This design comes from an exercise in tuning for small area on the open sky130 flow, not from production work.
Function was checked by simulation only, so behaviour that the tests miss may differ from the original.
Power figures rest on the tool's default switching activity, not on a simulated workload.

== the baseline ==
==> flow/design.v (excerpt) <==
module tf_framer (
    input  wire         clk,
    input  wire         rst,             
    input  wire         role,            
    input  wire         clear,           
    input  wire         in_valid,        
    input  wire [7:0]   in_data,
    input  wire         tick,            
    output wire         frame_valid,
    output wire [15:0]  frame_id,
    output wire [15:0]  frame_len,
    output wire [7:0]   frame_type,
    output wire [255:0] frame_payload,
    input  wire         tx_send,         
    input  wire         tx_is_response,
    input  wire [15:0]  tx_id,
    input  wire [15:0]  tx_len,
    input  wire [7:0]   tx_type,
    input  wire [255:0] tx_payload,
    output wire         tx_ready,
    output wire         tx_ack,
    output wire         tx_status,
    output wire [15:0]  tx_frame_id,
    output wire         tx_valid,
    output wire [7:0]   tx_data
);
    tf_rx u_rx (
        .clk(clk), .rst(rst), .clear(clear), .in_valid(in_valid),
        .in_data(in_data), .tick(tick), .frame_valid(frame_valid),
        .frame_id(frame_id), .frame_len(frame_len), .frame_type(frame_type),
        .frame_payload(frame_payload)
    );
    tf_tx u_tx (
        .clk(clk), .rst(rst), .role(role), .send(tx_send),
        .is_response(tx_is_response), .id_in(tx_id), .len_in(tx_len),
        .type_in(tx_type), .payload_in(tx_payload), .ready(tx_ready),
        .ack(tx_ack), .status(tx_status), .frame_id_out(tx_frame_id),
        .out_valid(tx_valid), .out_data(tx_data)
    );
endmodule
For scale: roughly 1700 cells after synthesis, roughly 640 I/O pins, ~25000 um^2 of cells after synthesis.
Settings: LEC_CHECK=0, CAP_MARGIN=20, CORE_MARGIN=2, CORE_UTILIZATION=40, PLACE_DENSITY=0.6, SLEW_MARGIN=20; clock period 10.0 ns.
run.sh (not shown) runs the stock make flow with config.mk's settings and CLKGATE_MAP_FILE= SYNTH_SCRIPT=/design/flow/synth_recipe.tcl, a recipe that flattens the netlist after the stock synthesis.
The following lists how the candidate was set up differently from the baseline:
==> flow/flow/run.sh (new file) <==
#!/bin/bash
# Standard ORFS layout, with the port buffers made of the smallest buffer cell.
set -euo pipefail
bash standard.sh BUFFER_PORTS_ARGS="-buffer_cell sky130_fd_sc_hd__buf_1" finish > flow_orfs.log 2>&1
==> flow/standard.sh (new file) <==
#!/bin/bash
# synth_recipe.tcl (not shown) runs the flow's synth.tcl, then flattens the netlist and writes it again
# the make line also repeats each setting of config.mk as NAME=value (left out here)
make -C /OpenROAD-flow-scripts/flow DESIGN_CONFIG=/design/flow/config.mk WORK_HOME=/design/flow/orfs CLKGATE_MAP_FILE= SYNTH_SCRIPT=/design/flow/synth_recipe.tcl "${@:-finish}"
removed: flow/run.sh
Notes after the runs:
The candidate was carried through to the last stage, and its layout satisfied the timing, DRC and antenna checks.
Run comparison: the candidate slowest cell on the critical path or3_4; the baseline slowest cell on the critical path clkdlybuf4s50_1
On post-route cell area, the higher figure sits with the baseline, not the candidate.
Of the baseline and the candidate, the run reporting the lower power was the candidate.
Compared the candidate vs the baseline, and clock buffer count from CTS is down in the candidate.
Worst setup slack after layout delta (the candidate − the baseline): favourable
Between the candidate and the baseline, the tightest hold margin does not differ in any meaningful way.
Between the candidate and the baseline, it is the candidate whose setup slack after placement is higher, by 0.35 ns.
Compared to the baseline, the candidate has area growth from synthesis to layout 17 points lower.
Diff the baseline -> the candidate: pin count of the biggest net entering global routing climbed 1.2%, fraction of the cycle the final worst path needs dropped 3.2 points, cell count dropped 10.

* * *

## 02-12
tf_framer, a different RTL version from the one above (not shown whole).
For scale: about 2000 cells after synthesis, about 680 flip-flops, ~640 I/O pins.
Settings: LEC_CHECK=0, CAP_MARGIN=5, CORE_MARGIN=2, CORE_UTILIZATION=60, PLACE_DENSITY=0.75, SLEW_MARGIN=5; clock period 10.0 ns.
standard.sh (not shown) runs the stock make flow with config.mk's settings and CLKGATE_MAP_FILE= SYNTH_SCRIPT=/design/flow/synth_recipe.tcl, a recipe that flattens the netlist after the stock synthesis.
==> flow/flow/run.sh <==
#!/bin/bash
# Standard ORFS layout with three changes:
#  - synthesis maps the logic with Yosys's default (area-oriented) ABC script
#    instead of ORFS's delay-driven one (flow/synth_area.tcl; registers are
#    mapped exactly as in the standard synthesis, before ABC runs);
#  - the port buffers are the smallest buffer cell;
#  - the clock tree uses small buffers without dummy loads.
set -euo pipefail
bash standard.sh \
  SYNTH_SCRIPT="$PWD/flow/synth_area.tcl" \
  BUFFER_PORTS_ARGS="-buffer_cell sky130_fd_sc_hd__buf_1" \
  CTS_ARGS="-sink_clustering_enable -repair_clock_nets -dont_use_dummy_load -buf_list sky130_fd_sc_hd__clkbuf_4 -sink_clustering_size 10 -sink_clustering_max_diameter 40" \
  finish > flow_orfs.log 2>&1
==> flow/flow/abc_area.script <==
strash
&get -n
&fraig -x
&put
scorr
dc2
dretime
strash
&get -n
&dch -f
&nf -R 1000
&put
==> flow/flow/synth_area.tcl <==
proc synth {args} { yosys synth -nofsm -noshare {*}$args }
# Map the logic for area (Yosys's default ABC script, with the mapper's delay
# relaxed): keep the liberty and dont_use arguments that the ORFS script
# builds, drop its delay-driven script, target and constraints.
set ::abc_area_script [file join [file dirname [file normalize [info script]]] abc_area.script]
proc abc {args} {
  set keep {}
  for {set i 0} {$i < [llength $args]} {incr i} {
    set a [lindex $args $i]
    if {$a in {-script -D -constr}} { incr i; continue }
    lappend keep $a
  }
  lappend keep -script $::abc_area_script
  yosys abc {*}$keep
}
source $::env(SCRIPTS_DIR)/synth.tcl
# left out here: clear keep_hierarchy, flatten, clean up, hide names made inside functions, write 1_2_yosys.v
Input changes introduced in 12-27 (baseline for comparison: 02-12):
Settings: CAP_MARGIN now 20, was 5; SLEW_MARGIN now 20, was 5.
[summary]
02-12 -> 12-27: cell count delta 0, exact match. Setup slack for 12-27: 0.011 ns down relative to 02-12. Status: net load switching power parity (12-27, 02-12). Core utilization of the finished layout across 02-12 and 12-27: no real change. Between 02-12 and 12-27, the routed wire length does not differ in any meaningful way. Delta (12-27 minus 02-12): clock skew went up; total chip power did not really move.

* * *

## main
tf_framer, a different RTL version from the one above (not shown whole).
For scale: about 1800 cells after synthesis, ~25000 um2 of cells after synthesis.
Settings: LEC_CHECK=0, CAP_MARGIN=20, CORE_MARGIN=2, CORE_UTILIZATION=60, PLACE_DENSITY=0.75, SLEW_MARGIN=20; clock period 10.0 ns.
==> flow/flow/run.sh <==
#!/bin/bash
# Standard ORFS layout, with the port buffers made of the smallest buffer
# cell and a clock tree of small buffers without dummy loads.
set -euo pipefail
bash standard.sh \
  BUFFER_PORTS_ARGS="-buffer_cell sky130_fd_sc_hd__buf_1" \
  CTS_ARGS="-sink_clustering_enable -repair_clock_nets -dont_use_dummy_load -buf_list sky130_fd_sc_hd__clkbuf_8 -sink_clustering_size 16 -sink_clustering_max_diameter 50" \
  finish > flow_orfs.log 2>&1
main reached the final stage; the timing, DRC and antenna checks on its layout passed.
diff inputs: main => the feature branch
- setting ABC_AREA to 1 for the first time
- changing PLACE_DENSITY from 0.75 to 0.6
- changing CORE_UTILIZATION from 60 to 40
==> flow/flow/run.sh <==
#!/bin/bash
# Standard ORFS layout, with the port buffers made of the smallest buffer
# cell and a clock tree of small buffers without dummy loads.
set -euo pipefail
bash standard.sh \
  BUFFER_PORTS_ARGS="-buffer_cell sky130_fd_sc_hd__buf_1" \
  CTS_ARGS="-sink_clustering_enable -repair_clock_nets -dont_use_dummy_load -buf_list sky130_fd_sc_hd__clkbuf_8" \
  finish > flow_orfs.log 2>&1
Results
- Looking at endpoint of the worst setup timing path, the tx_data[2] result is from the feature branch; the tx_data[1] one comes from main.
- Relative to main, the tap cell count of the feature branch is higher by 59%.
- Compared with main, the feature branch shows a area growth from synthesis to final layout that is 4.0 points higher.
- Taking main as the reference point, the part of the power in registers of the feature branch falls by 9.3 points.

==> static timing again, ports no longer ideal <==
How much do the figures lean on ideal ports? The routed layouts below were timed once more, with nothing changed but the port constraints. Step 1 assumes that a clkbuf_16 drives the clock port and a buf_2 every other input. Step 2 times the ports against the registers' clock, not the clock port: input delays grow and output delays shrink by t, the midpoint of the rising clock arrivals with the driver on. Three values: ideal, step 1, step 2; two values: the first two.
run	shift t [ns]	slack for setup (ns)	latest minus earliest clock arrival (ns)	worst slew at a driven data input, ns	pins driven straight from the clock port
the baseline	0.657	4.641 / 4.578 / 4.876	0.028 / 0.027	0.16	1
the candidate	0.659	4.961 / 4.899 / 5.252	0.034 / 0.035	0.13	1
02-12	0.823	4.942 / 4.886 / 5.131	0.098 / 0.098	0.10	1
12-27	0.824	4.931 / 4.875 / 5.126	0.103 / 0.102	0.10	1
main	0.691	4.885 / 4.836 / 5.341	0.076 / 0.076	0.09	1
the feature branch	0.736	4.850 / 4.788 / 4.293	0.098 / 0.099	0.14	1
After both steps setup and hold are still met in every run listed. The setup slack of the feature branch, which loses most, moves by -0.062 ns with the drivers and by -0.557 ns with both steps.
